What follows belongs to an exercise in optimizing a design on an open flow for small area, a short achievable clock period and few clock cycles; a production flow would make more cautious choices.
The flow treats the clock pin as an ideal source, which a real chip does not have.
No activity file was given, so power comes from the tool's default toggle rates.

== sierra ==
==> flow/design.v (excerpt) <==
module crc16mb (
    input  wire        clk,
    input  wire        rst,         
    input  wire        swap_en,     
    input  wire        zp_guard,    
    input  wire        cmd_valid,
    output wire        cmd_ready,
    input  wire [11:0] cmd,
    output reg         rsp_valid,
    output reg  [3:0]  rsp_st,
    output reg  [31:0] rsp_dout
);
Size in the first run: about 1900 cells after synthesis, ~380 flip-flops, about 55 I/O pins.
clock: 13.0 ns
lec_check: 0
cap_margin: 20
core_margin: 2
core_utilization: 60
place_density: 0.7
slew_margin: 20
standard.sh (not shown) runs the stock make flow with config.mk's settings and CLKGATE_MAP_FILE= SYNTH_SCRIPT=/design/flow/synth_recipe.tcl, a recipe that flattens the netlist after the stock synthesis.
==> flow/flow/run.sh <==
#!/bin/bash
# Layout flow: the standard flow, except that the slow delay cells
# (clkdlybuf4s*, dlygate*, dlymetal*) are kept out of every step after
# synthesis, so port buffers and repair buffers are ordinary buffers.
# Synthesis is the standard one, run unchanged. Each step's full output
# goes to a log file of its own in this folder.
set -euo pipefail
bash standard.sh synth > synth.log 2>&1
DU=$(make -s -C "$FLOW_HOME" DESIGN_CONFIG="$PWD/config.mk" WORK_HOME="$PWD/orfs" print-DONT_USE_CELLS 2>/dev/null | sed -n 's/^DONT_USE_CELLS: //p')
for c in clkdlybuf4s15_1 clkdlybuf4s15_2 clkdlybuf4s18_1 clkdlybuf4s18_2 clkdlybuf4s25_1 \
         clkdlybuf4s25_2 clkdlybuf4s50_1 clkdlybuf4s50_2 dlygate4sd1_1 dlygate4sd2_1 \
         dlygate4sd3_1 dlymetal6s2s_1 dlymetal6s4s_1 dlymetal6s6s_1; do
  DU="$DU sky130_fd_sc_hd__$c"
done
bash standard.sh "DONT_USE_CELLS=$DU" floorplan > floorplan.log 2>&1
bash standard.sh "DONT_USE_CELLS=$DU" place > place.log 2>&1
bash standard.sh "DONT_USE_CELLS=$DU" cts > cts.log 2>&1
bash standard.sh "DONT_USE_CELLS=$DU" route > route.log 2>&1
bash standard.sh "DONT_USE_CELLS=$DU" finish > finish.log 2>&1
In summary, sierra completed successfully, with a layout that passed the timing, design-rule and antenna checks.
--- input diff sierra..quartz ---
==> flow/run.sh (new file) <==
#!/bin/bash
# synth_recipe.tcl (not shown) runs the flow's synth.tcl, then flattens the netlist and writes it again
# the make line also repeats each setting of config.mk as NAME=value (left out here)
make -C /OpenROAD-flow-scripts/flow DESIGN_CONFIG=/design/flow/config.mk WORK_HOME=/design/flow/orfs CLKGATE_MAP_FILE= SYNTH_SCRIPT=/design/flow/synth_recipe.tcl finish
removed: flow/flow/run.sh
removed: flow/standard.sh
--- outcome ---
quartz completed; timing, DRC and antenna clean. | minimum period implied by the final worst setup slack | lower: sierra |. sierra → quartz: xor and xnor fraction of the mapped netlist area about even; share of power burned in the clock network now sits higher; leakage component of the power saw an increase; utilization of the core after routing picked up an extra 1.6 points. On worst hold slack after final layout, sierra tracks quartz almost exactly. quartz vs sierra: net switching power of the design down slightly. The run showing the smaller multi-input gate share of the layout cell area is quartz. quartz vs sierra on worst-case setup margin in the final layout: quartz is the lower one. Number of standard cells in the final layout excluding fillers: quartz vs sierra, no meaningful difference.
No functional check of the RTL was part of any run of this note.

---

== rev 12 ==
Another version of the RTL of crc16mb (not shown whole).
For scale: ~2000 cells after synthesis, ~400 flip-flops, roughly 55 I/O pins.
clock: 13.0 ns
lec_check: 0
cap_margin: 60
core_margin: 2
core_utilization: 60
cts_cluster_diameter: 80
cts_cluster_size: 25
place_density: 0.7
slew_margin: 60
==> flow/flow/run.sh <==
#!/bin/bash
# Layout flow: the standard flow, except that the slow delay cells
# (clkdlybuf4s*, dlygate*, dlymetal*) and the weakest buffers (buf_1, clkbuf_1) are kept out of every step after
# synthesis, so port buffers and repair buffers are ordinary buffers.
# Synthesis is the standard one, run unchanged. Each step's full output
# goes to a log file of its own in this folder.
set -euo pipefail
bash standard.sh synth > synth.log 2>&1
DU=$(make -s -C "$FLOW_HOME" DESIGN_CONFIG="$PWD/config.mk" WORK_HOME="$PWD/orfs" print-DONT_USE_CELLS 2>/dev/null | sed -n 's/^DONT_USE_CELLS: //p')
for c in clkdlybuf4s15_1 clkdlybuf4s15_2 clkdlybuf4s18_1 clkdlybuf4s18_2 clkdlybuf4s25_1 \
         clkdlybuf4s25_2 clkdlybuf4s50_1 clkdlybuf4s50_2 dlygate4sd1_1 dlygate4sd2_1 \
         dlygate4sd3_1 dlymetal6s2s_1 dlymetal6s4s_1 dlymetal6s6s_1 buf_1 clkbuf_1; do
  DU="$DU sky130_fd_sc_hd__$c"
done
bash standard.sh "DONT_USE_CELLS=$DU" floorplan > floorplan.log 2>&1
bash standard.sh "DONT_USE_CELLS=$DU" place > place.log 2>&1
bash standard.sh "DONT_USE_CELLS=$DU" cts > cts.log 2>&1
bash standard.sh "DONT_USE_CELLS=$DU" route > route.log 2>&1
bash standard.sh "DONT_USE_CELLS=$DU" finish > finish.log 2>&1
[inputs] rev 13 vs rev 12
Settings: clearing CTS_CLUSTER_SIZE, which used to be 25; clearing CTS_CLUSTER_DIAMETER, which used to be 80.
==> comparison <==
Status: sequential cell area parity (rev 13, rev 12)
Comparing rev 13 against rev 12, there is no change at all in post-synthesis cell count.
Compared rev 13 vs rev 12, and routed wire length is up in rev 13.
[compare] base=rev 12 new=rev 13: cell area after layout grew by 3.9%; utilization grew by 2.5 points.
No functional check of the RTL was part of any run of this note.

---

Another version of the RTL of crc16mb (not shown whole).
Size: ~2,000 cells after synthesis, ~410 flip-flops, roughly 55 I/O pins.
clock: 13.0 ns
lec_check: 0
cap_margin: 60
core_margin: 2
core_utilization: 60
cts_cluster_diameter: 80
cts_cluster_size: 25
place_density: 0.7
slew_margin: 60
==> flow/flow/run.sh <==
#!/bin/bash
# Layout flow: the standard flow (standard.sh), with the standard
# synthesis run unchanged. The only difference: in every step after
# synthesis the slow delay cells (clkdlybuf4s*, dlygate*, dlymetal*) and the
# weakest buffers (buf_1, clkbuf_1) are added to the platform's don't-use
# list, so that port buffers and the buffers repair inserts are ordinary,
# stronger buffers; and before CTS, flow/size_outputs.tcl gives the
# output ports' buffers and the flip-flops driving them a stronger drive. Each step's full output goes to a log file of its own
# in this folder.
set -euo pipefail
bash standard.sh synth > synth.log 2>&1
# the platform's own don't-use list, as ORFS reads it
DU=$(make -s -C "$FLOW_HOME" DESIGN_CONFIG="$PWD/config.mk" WORK_HOME="$PWD/orfs" print-DONT_USE_CELLS 2>/dev/null | sed -n 's/^DONT_USE_CELLS: //p' || true)
if [[ -z "$DU" ]]; then
  DU="sky130_fd_sc_hd__probe_p_8 sky130_fd_sc_hd__probec_p_8 sky130_fd_sc_hd__lpflow_bleeder_1 sky130_fd_sc_hd__lpflow_clkbufkapwr_1 sky130_fd_sc_hd__lpflow_clkbufkapwr_16 sky130_fd_sc_hd__lpflow_clkbufkapwr_2 sky130_fd_sc_hd__lpflow_clkbufkapwr_4 sky130_fd_sc_hd__lpflow_clkbufkapwr_8 sky130_fd_sc_hd__lpflow_clkinvkapwr_1 sky130_fd_sc_hd__lpflow_clkinvkapwr_16 sky130_fd_sc_hd__lpflow_clkinvkapwr_2 sky130_fd_sc_hd__lpflow_clkinvkapwr_4 sky130_fd_sc_hd__lpflow_clkinvkapwr_8 sky130_fd_sc_hd__lpflow_decapkapwr_12 sky130_fd_sc_hd__lpflow_decapkapwr_3 sky130_fd_sc_hd__lpflow_decapkapwr_4 sky130_fd_sc_hd__lpflow_decapkapwr_6 sky130_fd_sc_hd__lpflow_decapkapwr_8 sky130_fd_sc_hd__lpflow_inputiso0n_1 sky130_fd_sc_hd__lpflow_inputiso0p_1 sky130_fd_sc_hd__lpflow_inputiso1n_1 sky130_fd_sc_hd__lpflow_inputiso1p_1 sky130_fd_sc_hd__lpflow_inputisolatch_1 sky130_fd_sc_hd__lpflow_isobufsrc_1 sky130_fd_sc_hd__lpflow_isobufsrc_16 sky130_fd_sc_hd__lpflow_isobufsrc_2 sky130_fd_sc_hd__lpflow_isobufsrc_4 sky130_fd_sc_hd__lpflow_isobufsrc_8 sky130_fd_sc_hd__lpflow_isobufsrckapwr_16 sky130_fd_sc_hd__lpflow_lsbuf_lh_hl_isowell_tap_1 sky130_fd_sc_hd__lpflow_lsbuf_lh_hl_isowell_tap_2 sky130_fd_sc_hd__lpflow_lsbuf_lh_hl_isowell_tap_4 sky130_fd_sc_hd__lpflow_lsbuf_lh_isowell_4 sky130_fd_sc_hd__lpflow_lsbuf_lh_isowell_tap_1 sky130_fd_sc_hd__lpflow_lsbuf_lh_isowell_tap_2 sky130_fd_sc_hd__lpflow_lsbuf_lh_isowell_tap_4"
fi
for c in clkdlybuf4s15_1 clkdlybuf4s15_2 clkdlybuf4s18_1 clkdlybuf4s18_2 clkdlybuf4s25_1 \
         clkdlybuf4s25_2 clkdlybuf4s50_1 clkdlybuf4s50_2 dlygate4sd1_1 dlygate4sd2_1 \
         dlygate4sd3_1 dlymetal6s2s_1 dlymetal6s4s_1 dlymetal6s6s_1 buf_1 clkbuf_1; do
  DU="$DU sky130_fd_sc_hd__$c"
done
echo "DONT_USE_CELLS=$DU" > dont_use.log
bash standard.sh "DONT_USE_CELLS=$DU" floorplan > floorplan.log 2>&1
bash standard.sh "DONT_USE_CELLS=$DU" place > place.log 2>&1
bash standard.sh "DONT_USE_CELLS=$DU" "PRE_CTS_TCL=$PWD/flow/size_outputs.tcl" cts > cts.log 2>&1
bash standard.sh "DONT_USE_CELLS=$DU" route > route.log 2>&1
bash standard.sh "DONT_USE_CELLS=$DU" finish > finish.log 2>&1
Other scripts of this flow, unchanged in this note and not shown: flow/flow/size_outputs.tcl
The baseline finished with timing, DRC and antenna clean.
Rerun with:
--- a/flow/config.mk
+++ b/flow/config.mk
@@ -8,7 +8,7 @@
 export CAP_MARGIN = 60
 export CORE_MARGIN = 2
-export CORE_UTILIZATION = 60
+export CORE_UTILIZATION = 50
 export CTS_CLUSTER_DIAMETER = 80
 export CTS_CLUSTER_SIZE = 25
-export PLACE_DENSITY = 0.7
+export PLACE_DENSITY = 0.6
 export SLEW_MARGIN = 60
After rerunning: The changed run went through all stages and came out clean; setup slack gets worse by 0.0056 ns; routed wire length increases by a few percent; maximum frequency hardly moves; via count goes down by a few percent; area after synthesis is unchanged; critical path depth does not change; sequential power is about the same; power decreases slightly; final cell count goes up by a few percent.
No functional check of the RTL was part of any run of this note.

---

Another version of the RTL of crc16mb (not shown whole).
Size: ~1900 cells after synthesis, roughly 370 flip-flops, ~55 I/O pins, ~20000 um2 of cells after synthesis.
Design crc16mb, start of the top module:
module crc16mb (
    input  wire        clk,
    input  wire        rst,         
    input  wire        swap_en,     
    input  wire        zp_guard,    
    input  wire        cmd_valid,
    output wire        cmd_ready,
    input  wire [11:0] cmd,
    output reg         rsp_valid,
    output reg  [3:0]  rsp_st,
    output reg  [31:0] rsp_dout
);
clock: 13.0 ns
lec_check: 0
cap_margin: 20
core_margin: 2
core_utilization: 40
place_density: 0.6
slew_margin: 20
run.sh (not shown) runs the stock make flow with config.mk's settings and CLKGATE_MAP_FILE= SYNTH_SCRIPT=/design/flow/synth_recipe.tcl, a recipe that flattens the netlist after the stock synthesis.
Stock flow here: none of the scripts above is used.
Then changed:
--- a/flow/config.mk
+++ b/flow/config.mk
@@ -9,4 +9,4 @@
 export CORE_MARGIN = 2
-export CORE_UTILIZATION = 40
-export PLACE_DENSITY = 0.6
+export CORE_UTILIZATION = 75
+export PLACE_DENSITY = 0.85
 export SLEW_MARGIN = 20
Effect: The changed run ran to the end with no violations. Routed wire length rose by 4.5%. Critical path depth fell by 2. Power fell by 2.4%. Via count rose by 8.4%. Clock-buffer cell count fell by 13. Sequential power hardly moves. Die area fell by 46%.
Then changed:
==> flow/flow/run.sh (new file) <==
#!/bin/bash
# Layout flow: the standard flow, except that the slow delay cells
# (clkdlybuf4s*, dlygate*, dlymetal*) are kept out of every step after
# synthesis, so port buffers and repair buffers are ordinary buffers.
# Synthesis is the standard one, run unchanged. Each step's full output
# goes to a log file of its own in this folder.
set -euo pipefail
bash standard.sh synth > synth.log 2>&1
DU=$(make -s -C "$FLOW_HOME" DESIGN_CONFIG="$PWD/config.mk" WORK_HOME="$PWD/orfs" print-DONT_USE_CELLS 2>/dev/null | sed -n 's/^DONT_USE_CELLS: //p')
for c in clkdlybuf4s15_1 clkdlybuf4s15_2 clkdlybuf4s18_1 clkdlybuf4s18_2 clkdlybuf4s25_1 \
         clkdlybuf4s25_2 clkdlybuf4s50_1 clkdlybuf4s50_2 dlygate4sd1_1 dlygate4sd2_1 \
         dlygate4sd3_1 dlymetal6s2s_1 dlymetal6s4s_1 dlymetal6s6s_1; do
  DU="$DU sky130_fd_sc_hd__$c"
done
bash standard.sh "DONT_USE_CELLS=$DU" floorplan > floorplan.log 2>&1
bash standard.sh "DONT_USE_CELLS=$DU" place > place.log 2>&1
bash standard.sh "DONT_USE_CELLS=$DU" cts > cts.log 2>&1
bash standard.sh "DONT_USE_CELLS=$DU" route > route.log 2>&1
bash standard.sh "DONT_USE_CELLS=$DU" finish > finish.log 2>&1
==> flow/standard.sh (new file) <==
#!/bin/bash
# synth_recipe.tcl (not shown) runs the flow's synth.tcl, then flattens the netlist and writes it again
# the make line also repeats each setting of config.mk as NAME=value (left out here)
make -C /OpenROAD-flow-scripts/flow DESIGN_CONFIG=/design/flow/config.mk WORK_HOME=/design/flow/orfs CLKGATE_MAP_FILE= SYNTH_SCRIPT=/design/flow/synth_recipe.tcl "${@:-finish}"
--- a/flow/config.mk
+++ b/flow/config.mk
@@ -9,4 +9,4 @@
 export CORE_MARGIN = 2
-export CORE_UTILIZATION = 75
-export PLACE_DENSITY = 0.85
+export CORE_UTILIZATION = 60
+export PLACE_DENSITY = 0.7
 export SLEW_MARGIN = 20
removed: flow/run.sh
Outcome: The changed run went through all stages and came out clean; setup slack is worse by 110 ps; power goes down by about 3.3%; clock-buffer cell count rises by 3.
Function was not checked in any run of this note: the RTL went through the layout flow alone.

---

RTL: one of the versions met above, not the one the previous note started from.
Size: roughly 2000 cells after synthesis, ~410 flip-flops, roughly 55 I/O pins, ~21000 um2 of cells after synthesis.
export LEC_CHECK = 0
export CAP_MARGIN = 60
export CORE_MARGIN = 2
export CORE_UTILIZATION = 70
export CTS_CLUSTER_DIAMETER = 80
export CTS_CLUSTER_SIZE = 25
export PLACE_DENSITY = 0.8
export SLEW_MARGIN = 60
create_clock -name core_clock -period 13.0 [get_ports {clk}]
standard.sh (not shown) runs the stock make flow with config.mk's settings and CLKGATE_MAP_FILE= SYNTH_SCRIPT=/design/flow/synth_recipe.tcl, a recipe that flattens the netlist after the stock synthesis.
==> flow/flow/run.sh <==
#!/bin/bash
# Layout flow: the standard flow (standard.sh), with the standard
# synthesis run unchanged. The only difference: in every step after
# synthesis the slow delay cells (clkdlybuf4s*, dlygate*, dlymetal*) and the
# weakest buffers (buf_1, clkbuf_1) are added to the platform's don't-use
# list, so that port buffers and the buffers repair inserts are ordinary,
# stronger buffers; and before CTS, flow/size_outputs.tcl gives the
# output ports' buffers and the flip-flops driving them a stronger drive. Each step's full output goes to a log file of its own
# in this folder.
set -euo pipefail
bash standard.sh synth > synth.log 2>&1
# the platform's own don't-use list, as ORFS reads it
DU=$(make -s -C "$FLOW_HOME" DESIGN_CONFIG="$PWD/config.mk" WORK_HOME="$PWD/orfs" print-DONT_USE_CELLS 2>/dev/null | sed -n 's/^DONT_USE_CELLS: //p' || true)
if [[ -z "$DU" ]]; then
  DU="sky130_fd_sc_hd__probe_p_8 sky130_fd_sc_hd__probec_p_8 sky130_fd_sc_hd__lpflow_bleeder_1 sky130_fd_sc_hd__lpflow_clkbufkapwr_1 sky130_fd_sc_hd__lpflow_clkbufkapwr_16 sky130_fd_sc_hd__lpflow_clkbufkapwr_2 sky130_fd_sc_hd__lpflow_clkbufkapwr_4 sky130_fd_sc_hd__lpflow_clkbufkapwr_8 sky130_fd_sc_hd__lpflow_clkinvkapwr_1 sky130_fd_sc_hd__lpflow_clkinvkapwr_16 sky130_fd_sc_hd__lpflow_clkinvkapwr_2 sky130_fd_sc_hd__lpflow_clkinvkapwr_4 sky130_fd_sc_hd__lpflow_clkinvkapwr_8 sky130_fd_sc_hd__lpflow_decapkapwr_12 sky130_fd_sc_hd__lpflow_decapkapwr_3 sky130_fd_sc_hd__lpflow_decapkapwr_4 sky130_fd_sc_hd__lpflow_decapkapwr_6 sky130_fd_sc_hd__lpflow_decapkapwr_8 sky130_fd_sc_hd__lpflow_inputiso0n_1 sky130_fd_sc_hd__lpflow_inputiso0p_1 sky130_fd_sc_hd__lpflow_inputiso1n_1 sky130_fd_sc_hd__lpflow_inputiso1p_1 sky130_fd_sc_hd__lpflow_inputisolatch_1 sky130_fd_sc_hd__lpflow_isobufsrc_1 sky130_fd_sc_hd__lpflow_isobufsrc_16 sky130_fd_sc_hd__lpflow_isobufsrc_2 sky130_fd_sc_hd__lpflow_isobufsrc_4 sky130_fd_sc_hd__lpflow_isobufsrc_8 sky130_fd_sc_hd__lpflow_isobufsrckapwr_16 sky130_fd_sc_hd__lpflow_lsbuf_lh_hl_isowell_tap_1 sky130_fd_sc_hd__lpflow_lsbuf_lh_hl_isowell_tap_2 sky130_fd_sc_hd__lpflow_lsbuf_lh_hl_isowell_tap_4 sky130_fd_sc_hd__lpflow_lsbuf_lh_isowell_4 sky130_fd_sc_hd__lpflow_lsbuf_lh_isowell_tap_1 sky130_fd_sc_hd__lpflow_lsbuf_lh_isowell_tap_2 sky130_fd_sc_hd__lpflow_lsbuf_lh_isowell_tap_4"
fi
for c in clkdlybuf4s15_1 clkdlybuf4s15_2 clkdlybuf4s18_1 clkdlybuf4s18_2 clkdlybuf4s25_1 \
         clkdlybuf4s25_2 clkdlybuf4s50_1 clkdlybuf4s50_2 dlygate4sd1_1 dlygate4sd2_1 \
         dlygate4sd3_1 dlymetal6s2s_1 dlymetal6s4s_1 dlymetal6s6s_1 buf_1 clkbuf_1; do
  DU="$DU sky130_fd_sc_hd__$c"
done
echo "DONT_USE_CELLS=$DU" > dont_use.log
bash standard.sh "DONT_USE_CELLS=$DU" floorplan > floorplan.log 2>&1
bash standard.sh "DONT_USE_CELLS=$DU" place > place.log 2>&1
bash standard.sh "DONT_USE_CELLS=$DU" "PRE_CTS_TCL=$PWD/flow/size_outputs.tcl" cts > cts.log 2>&1
bash standard.sh "DONT_USE_CELLS=$DU" route > route.log 2>&1
bash standard.sh "DONT_USE_CELLS=$DU" finish > finish.log 2>&1
Other scripts of this flow, unchanged in this note and not shown: flow/flow/size_outputs.tcl
The baseline completed with no timing, DRC or antenna violations.
Next try:
- CAP_MARGIN: 60 -> 20
- CORE_UTILIZATION: 70 -> 60
- PLACE_DENSITY: 0.8 -> 0.7
- SLEW_MARGIN: 60 -> 20
What happened: The changed run ran to the end with no violations. Final cell count grows by 2.6%. Count of clock-buffer cells in the layout shrinks by 3. Routed wire length shrinks by 0.75%. Sequential power stays flat. Total power grows by 1.6%. Hold slack is worse by 18 ps.
Function was not checked in any run of this note: the RTL went through the layout flow alone.

## what the ideal ports hide
The results above use ideal ports. As a check the final layouts listed here were re-extracted and re-timed, cells and wires unchanged. Step 1 (the two cells are an assumption about what drives the block):
set clk [get_ports {clk}]
set_driving_cell -lib_cell sky130_fd_sc_hd__clkbuf_16 $clk
set_driving_cell -lib_cell sky130_fd_sc_hd__buf_2 [delete_from_list [all_inputs] $clk]
Step 2 adds t to the input delays and takes it off the output delays; t is the mean of the earliest and latest rising clock arrival at the registers after step 1. Input paths then give back, and output paths get back, about the clock's delay inside the block. a / b / c = ideal / step 1 / step 2; a / b = the first two.
run | t (ns) | setup WS [ns] | clock arrival spread, ns | slew at the worst register clock pin (ns) | pins driven straight from the clock port
sierra | 0.615 | 9.064 / 9.064 / 8.823 | 0.041 / 0.041 | 0.07 / 0.07 | 1
quartz | 0.629 | 8.939 / 8.886 / 8.457 | 0.042 / 0.043 | 0.06 / 0.06 | 1
rev 12 | 0.605 | 9.282 / 9.228 / 8.836 | 0.047 / 0.047 | 0.10 / 0.10 | 1
rev 13 | 0.616 | 9.267 / 9.212 / 8.829 | 0.017 / 0.018 | 0.07 / 0.07 | 1
the first run of note 3 | 0.617 | 9.301 / 9.243 / 9.193 | 0.030 / 0.030 | 0.10 / 0.10 | 1
the second run of note 3 | 0.631 | 9.296 / 9.238 / 9.247 | 0.029 / 0.029 | 0.10 / 0.10 | 1
the first run of note 4 | 0.633 | 8.648 / 8.648 / 8.064 | 0.024 / 0.024 | 0.06 / 0.06 | 1
the second run of note 4 | 0.589 | 8.538 / 8.538 / 8.538 | 0.021 / 0.021 | 0.07 / 0.07 | 1
the third run of note 4 | 0.610 | 8.428 / 8.428 / 8.428 | 0.024 / 0.024 | 0.06 / 0.06 | 1
the first run of note 5 | 0.598 | 9.323 / 9.270 / 9.228 | 0.026 / 0.026 | 0.10 / 0.10 | 1
the second run of note 5 | 0.613 | 9.287 / 9.234 / 9.195 | 0.045 / 0.045 | 0.10 / 0.10 | 1
After both steps setup and hold are still met in every run listed. For the first run of note 4, which loses most, drivers alone change the setup slack by 0.000 ns; drivers and shift together by -0.584 ns.
